This design comes from an exercise in tuning for small area on the open sky130 flow, not from production work. In this exercise RTL edits were held to simulation tests only and were not proved equivalent to the original.

$ cat design/flow/constraint.sdc
create_clock -name core_clock -period 12.0 [get_ports {clk}]
set_input_delay 2.4000 -clock core_clock [delete_from_list [all_inputs] [get_ports {clk}]]
set_output_delay 2.4000 -clock core_clock [all_outputs]
set_load 0.01 [all_outputs]
$ cat design/flow/run.sh
#!/bin/bash
# synth_recipe.tcl (not shown) runs the flow's synth.tcl, then flattens the netlist and writes it again
# the make line also repeats each setting of config.mk as NAME=value (left out here)
make -C /OpenROAD-flow-scripts/flow DESIGN_CONFIG=/design/flow/config.mk WORK_HOME=/design/flow/orfs CLKGATE_MAP_FILE= SYNTH_SCRIPT=/design/flow/synth_recipe.tcl finish
$ cat design/flow/design.v
module lpc_mul (
    input  wire [4:0]  d,
    input  wire        top,         
    input  wire [9:0]  k,
    output wire [16:0] p            
);
    wire signed [5:0]  ds   = {top & d[4], d};
    wire signed [15:0] prod = ds * $signed(k);
    assign p = top ? {prod, 1'b0} : {prod[15], prod};
endmodule
module lpc_excitation (
    input  wire       clk,
    input  wire       rst,
    input  wire       step,
    input  wire       unvoiced,
    input  wire [7:0] pitch,       
    output reg  [7:0] exc          
);
    localparam [12:0] LFSR_SEED = 13'h1FFF;
    localparam [7:0]  NOISE_AMP = 8'd64;
    localparam        CHIRP_LEN = 52;
    reg [12:0] lfsr;
    reg [7:0]  pitch_count;
    function [7:0] chirp;
        input [7:0] idx;
        begin
            case (idx)
                8'd0:  chirp = 8'h00;
                8'd1:  chirp = 8'h03;
                8'd2:  chirp = 8'h0F;
                8'd3:  chirp = 8'h28;
                8'd4:  chirp = 8'h4C;
                8'd5:  chirp = 8'h6C;
                8'd6:  chirp = 8'h71;
                8'd7:  chirp = 8'h50;
                8'd8:  chirp = 8'h25;
                8'd9:  chirp = 8'h26;
                8'd10: chirp = 8'h4C;
                8'd11: chirp = 8'h44;
                8'd12: chirp = 8'h1A;
                8'd13: chirp = 8'h32;
                8'd14: chirp = 8'h3B;
                8'd15: chirp = 8'h13;
                8'd16: chirp = 8'h37;
                8'd17: chirp = 8'h1A;
                8'd18: chirp = 8'h25;
                8'd19: chirp = 8'h1F;
                8'd20: chirp = 8'h1D;
                default: chirp = 8'h00;
            endcase
        end
    endfunction
    wire        fb        = lfsr[12] ^ lfsr[3] ^ lfsr[2] ^ lfsr[0];
    wire [12:0] lfsr_next = {lfsr[11:0], fb};
    wire [7:0]  pc_inc    = pitch_count + 8'd1;
    always @(*) begin
        if (unvoiced)
            exc = lfsr_next[0] ? (~NOISE_AMP + 8'd1) : NOISE_AMP;
        else if (pitch_count < CHIRP_LEN)
            exc = chirp(pitch_count);
        else
            exc = 8'd0;
    end
    always @(posedge clk) begin
        if (rst) begin
            lfsr        <= LFSR_SEED;
            pitch_count <= 8'd0;
        end else if (step) begin
            if (unvoiced) begin
                lfsr <= lfsr_next;
            end else begin
                if (pc_inc >= pitch)
                    pitch_count <= 8'd0;
                else
                    pitch_count <= pc_inc;
            end
        end
    end
endmodule
module lpc_synth (
    input  wire        clk,
    input  wire        rst,
    input  wire        in_valid,
    output wire        in_ready,
    input  wire        unvoiced,
    input  wire [7:0]  pitch,
    input  wire [9:0]  energy,
    input  wire [99:0] k,           
    output reg         out_valid,
    output reg  [9:0]  out_sample
);
    reg        busy;
    reg  [3:0] j;                   
    reg  [2:0] s;                   
    reg        zx;                  
    wire start = !busy && (j == 4'd0) && in_valid;
    wire act   = busy || start;
    wire last  = busy && (j == 4'd10) && (s == 3'd5);
    wire accept = last && in_valid;
    assign in_ready = last;
    wire       hi  = s[2] | (s[1] & s[0]);         
    wire [1:0] c   = hi ? (s[1:0] - 2'd3 + 2'd0) : s[1:0];
    wire       isA = !hi;                           
    always @(posedge clk) begin
        if (rst) begin
            busy <= 1'b0;
            j    <= 4'd0;
            s    <= 3'd0;
            zx   <= 1'b1;
        end else if (act) begin
            if (last) begin
                busy <= 1'b0;
                j    <= 4'd5;           
                s    <= 3'd0;
                zx   <= 1'b0;
            end else begin
                busy <= 1'b1;
                if (s == 3'd5) begin
                    s <= 3'd0;
                    j <= j + 4'd1;
                end else begin
                    s <= s + 3'd1;
                end
            end
        end else begin
            j <= (j == 4'd10) ? 4'd0 : j + 4'd1;
        end
    end
    reg  [9:0] prev_energy;
    wire [7:0] exc;
    lpc_excitation u_exc (
        .clk      (clk),
        .rst      (rst),
        .step     (accept),
        .unvoiced (unvoiced),
        .pitch    (pitch),
        .exc      (exc)
    );
    always @(posedge clk) begin
        if (rst)
            prev_energy <= 10'd0;
        else if (accept)
            prev_energy <= energy;
    end
    reg  [164:0] ring;              
    wire [14:0]  r0 = ring[14:0];
    wire [14:0]  r1 = ring[29:15];
    wire [14:0]  r2 = ring[44:30];
    wire [14:0]  r5 = ring[89:75];
    reg  signed [18:0] u;
    reg  signed [11:0] pa;
    reg  [9:0] kop;
    always @(*) begin
        case (j)
            4'd0:    kop = hi ? prev_energy : k[99:90];
            4'd1:    kop = k[89:80];
            4'd2:    kop = k[79:70];
            4'd3:    kop = k[69:60];
            4'd4:    kop = k[59:50];
            4'd5:    kop = k[49:40];
            4'd6:    kop = k[39:30];
            4'd7:    kop = k[29:20];
            4'd8:    kop = k[19:10];
            4'd9:    kop = k[9:0];
            default: kop = 10'd0;
        endcase
    end
    reg  [4:0] dig;
    always @(*) begin
        if (isA) begin
            case (c)
                2'd0:    dig = r0[4:0];
                2'd1:    dig = r1[9:5];
                default: dig = r2[14:10];
            endcase
            dig = ~(zx ? 5'd0 : dig);
        end else if (j == 4'd0) begin
            case (c)
                2'd0:    dig = 5'd0;
                2'd1:    dig = {exc[3:0], 1'b0};
                default: dig = {exc[7], exc[7:4]};
            endcase
        end else begin
            case (c)
                2'd0:    dig = u[4:0];
                2'd1:    dig = u[9:5];
                default: dig = u[14:10];
            endcase
        end
    end
    wire [16:0] pp;
    lpc_mul u_mul (
        .d   (dig),
        .top (c == 2'd2),
        .k   (kop),
        .p   (pp)
    );
    reg  signed [18:0] opa, opb;
    always @(*) begin
        if (c == 2'd0)
            opa = isA ? {{9{kop[9]}}, kop} : 19'd0;
        else
            opa = {{7{pa[11]}}, pa};
        if (c == 2'd0)
            opb = isA ? 19'd31 : 19'd0;
        else if (c == 2'd1)
            opb = isA ? 19'd15 : 19'd0;
        else if (isA)
            opb = (j == 4'd0) ? 19'd0 : u;
        else if (j == 4'd0 || j == 4'd10)
            opb = u;
        else
            opb = zx ? 19'd0 : {4'd0, r5};
    end
    wire signed [18:0] sum = opa + {{2{pp[16]}}, pp} + opb;
    always @(posedge clk) begin
        pa <= (c == 2'd0) ? sum[16:5] : sum[15:4];
        if (act && (s == 3'd2 || (s == 3'd5 && j == 4'd0)))
            u <= sum;
    end
    always @(posedge clk) begin
        ring <= {ring[149:0], ring[164:150]};
        if (act && s == 3'd5)
            ring[104:90] <= sum[14:0];
    end
    always @(posedge clk) begin
        if (rst)
            out_valid <= 1'b0;
        else
            out_valid <= accept;
    end
    always @(*) begin
        if (!u[18] && u[17:11] != 7'd0)
            out_sample = 10'h1FF;
        else if (u[18] && u[17:11] != 7'h7F)
            out_sample = 10'h200;
        else
            out_sample = u[11:2];
    end
endmodule
$ cat design/flow/config.mk
export PLATFORM = sky130hd
export DESIGN_NAME = lpc_synth
export DESIGN_NICKNAME = lpc_synth
export VERILOG_FILES = /design/flow/design.v
export SDC_FILE = /design/flow/constraint.sdc
export NUM_CORES = 4
export LEC_CHECK = 0
export CAP_MARGIN = 20
export CORE_MARGIN = 2
export CORE_UTILIZATION = 40
export SLEW_MARGIN = 20
==> metrics.md <==
| Metric | Value |
|---|---|
| Period utilization | `0.846` |
| Clk slew on worst S/H paths | `around 60 ps` |
| Async set or reset register ratio after synthesis | `0` |
| Slew at the pin with the worst max-slew slack | `around 900 ps` |
| # rows | `63` |
| DRC | `0` |
| Synth top area share | `0.370` |
| Post-Syn Nets | `roughly 1,500` |
| TritonCTS Sinks | `244` |
| Final setup fails | `0` |
| CP arrival | `~10,000 ps` |
| IO Pins | `134` |
| Setup Skew | `between 15 and 20 ps` |
| Mapped Area | `12,200 µm²` |
| Die X | `roughly 180 µm` |
| Routed Wire Length | `31,000 µm` |
| Synth Register Bits | `between 200 and 250` |
| Headroom to the max-slew limit | `0.400` |
| Compound-gate portion of the synthesized area | `0.128` |
| Initial antenna violation count | `0` |
| Final Cell Area | `14,700 µm²` |
| Post-synthesis sequential area ratio | `0.417` |
| CP Max Fanout | `10` |
| Initial drt markers | `about 630` |
| First-pass GRT wire length | `~49,000 µm` |
| Fin nets | `around 1,600` |
| Initial Util | `0.409` |
| Top cell family by delay on the critical path | `adder cells` |
| Clock latency (worst-skew pair) | `~540 ps` |
| GPL Wtd Cong | `a little under 0.9` |
| Xor and xnor area share after synthesis | `0.0319` |
| Pins Over Slew Limit | `0` |
| Post-CTS Setup Inserts | `0` |
| Worst setup margin | `about 1800 ps` |
| Cts hold-fix bufs | `0` |
| Avg Synthesized Cell Area | `approximately 10 µm²` |
| DRT Pass-1 Iters | `7` |
| Vias in the first global route | `roughly 9,200` |
| Adder-cell area share of the yosys netlist | `0.172` |
| Resize count post-CTS | `0` |
| Core Area | `slightly below 30,000 µm²` |
| Hold Vio Cnt, Final | `0` |
| Area growth syn-to-layout | `20.8%` |
| N_diodes | `0` |
| Minimum clock period | `between 10,000 and 15,000 ps` |
| Fin Setup TNS | `0 ps` |
| Critical Path RT | `~12,000 ps` |
| Setup WS pre-CTS | `about 1300 ps` |
| Min-Delay Path Class | `reg -> reg` |
| CP endpoint kind | `flip-flop` |
| Library cells used by synthesis | `84` |
| Largest family of logic cells by synthesized area | `adder cells` |
| Yosys warns | `2` |
| Commonest cells in the netlist | `dfxtp_1, nand2_1, nor2_1` |
| Share of the core filled with cells | `0.494` |
| Post-Synthesis Cells | `1,225` |
| Synth top area cells | `dfxtp_1, fa_1, ha_1` |
| Post-synthesis simple-gate area fraction | `0.155` |
| Placed Area | `13,900 µm²` |
| Slowest stage delay, CP | `about 580 ps` |
| Share of layout cells above drive strength 1 | `0.0763` |
| Max-Cap Viols | `0` |
| CTS tree | `done` |
| Slowest-stage cell, CP | `fa_1` |
| Number of synthesized flops with an enable pin | `19` |
| Unrepaired setup endpoints after global routing | `no` |
| Via/cell ratio | `between 5 and 6` |
| Die H | `between 150 and 200 µm` |
| GR Overflow Total | `0` |
| Max Fclk | `a little under 0.1 GHz` |
| PortBufs | `between 100 and 150` |
| Die Footprint | `31,900 µm²` |
| Maximum number of pins on one net before global-route repair | `36` |
| Max Root-Sink Buffers | `3` |
| GRT Total Usage | `0.196` |
| Setup crit start kind | `input port` |
| Most used cell along the critical path | `fa_1` |
| Top-count cell post-synth | `dfxtp_1` |
| Post-synth top flop | `dfxtp_1` |
| Cell taking the most area after synthesis | `dfxtp_1` |
| Htree depth | `1` |
| Clock root cell | `clkbuf_16` |
| Routed wire per std cell | `around 18 µm` |
| Status | `complete, no violations` |
| DR vias | `between 9,000 and 10,000` |
| Kind of critical path | `in -> reg` |
| DP HPWL | `around 24,000 µm` |
| Total CTS buffers | `25` |
| WP buf/inv | `4` |
| Mux contribution to synthesized area | `0.0545` |
| ANT nets after route | `0` |
[metal layers]
layer / wire (µm) / share of wire / track usage / vias up
met3: 2100 / 0.068 / 0.0332 / 43
met2: 14100 / 0.45 / 0.327 / 286
met5: 0 / 0 / 0 / -
li1: - / - / - / 4459
met1: 14100 / 0.46 / 0.262 / 4314
met4: 710 / 0.023 / 0.0576 / 0
[metrics by stage]
| stage | std cells | hold slack, ps |
|---|---|---|
| floorplan | 1225 | 310 |
| global placement | 1707 | 310 |
| detailed placement | 1707 | 312 |
| CTS | 1753 | 323 |
| global route | 1753 | 327 |
| finish | 1753 | 323 |
[cells in the final DEF, fill, tap and decap left out, types with 13 or more instances in the layout]
cell type and instances:
a21oi_1 69, nand3_1 37, ha_1 68, o21a_1 13
a221oi_1 15, nand2_1 123, and2_1 14, dfxtp_1 225
mux2_2 19, edfxtp_1 19, xnor2_1 29, a22oi_1 13
nor2b_1 13, mux2i_1 45, inv_1 75, clkbuf_16 26
nor3_1 14, o21ai_0 47, clkdlybuf4s50_1 133, fa_1 62
nor2_1 91, nor3b_1 15, nand2b_1 13
[state kept, by name (all words and copies together) (netlist names), 3 cells and up, named ones only]
register,cells
u_exc.lfsr,13
ring,165
u_exc.pitch_count,8
prev_energy,10
s,3
pa,12
u,19
j,4
[kinds of logic (layout without fill, tap and decap cells)]
group           after synthesis  after routing
simple gates                382            382
flops                       244            244
compound gates              234            234
fa+ha+maj                   130            130
buf+inv                     129            267
mux                          64             64
xor+xnor                     42             42
[final cells by class]
| class | instances | area, µm² |
|---|---|---|
| Inverter | 77 | 289 |
| Fill cell | 2792 | 15100 |
| Timing Repair Buffer | 144 | 1410 |
| Tap cell | 390 | 488 |
| Multi-Input combinational cell | 852 | 6590 |
| Clock inverter | 11 | 120 |
| Clock buffer | 35 | 744 |
| Sequential cell | 244 | 5070 |
[worst reg2reg max path: cells and delay by family (launching register included)]
family / cells / cell delay, ps
buffers and inverters: 4 / 320
flip-flops: 1 / 610
multiplexers: 2 / 540
AO/OA/AOI/OAI: 12 / 2420
adder cells (fa/ha/maj): 9 / 3950
XOR/XNOR: 4 / 1100
AND/OR/NAND/NOR: 4 / 460
[final timing paths]
path                            endpoint  cells past startpoint  slack, ps  startpoint
worst max-delay path               u[18]                     32       1850    unvoiced
worst min-delay path            ring[86]                      0        320    ring[71]
worst max register to register     u[18]                     35       2330        s[1]
worst min register to register  ring[86]                      0        320    ring[71]

==> separate check: timing with driven ports <==
In the flow no input, the clock included, has a driving cell. The finished layout below was timed again as built, in two steps. Step 1: set_driving_cell puts a clkbuf_16 on clk and a buf_2 on each other input, an assumption about the parent block. Step 2 moves the port delays by t, midway between the first and last clock arrival at a register: inputs arrive t later, outputs are due t later. That takes back most of the time a late clock gives input paths. Slacks: ideal ports / drivers / drivers and shift; pairs: ideal ports / drivers.
shift t [ns]: 0.573
setup WS [ns]: 1.847 / 1.863 / 1.290
worst setup path after step 2: input to register
latest minus earliest clock arrival (ns): 0.016 / 0.016
After both steps this run still meets setup and hold. The setup slack of this run moves by +0.016 ns with the drivers and by -0.557 ns with both steps.
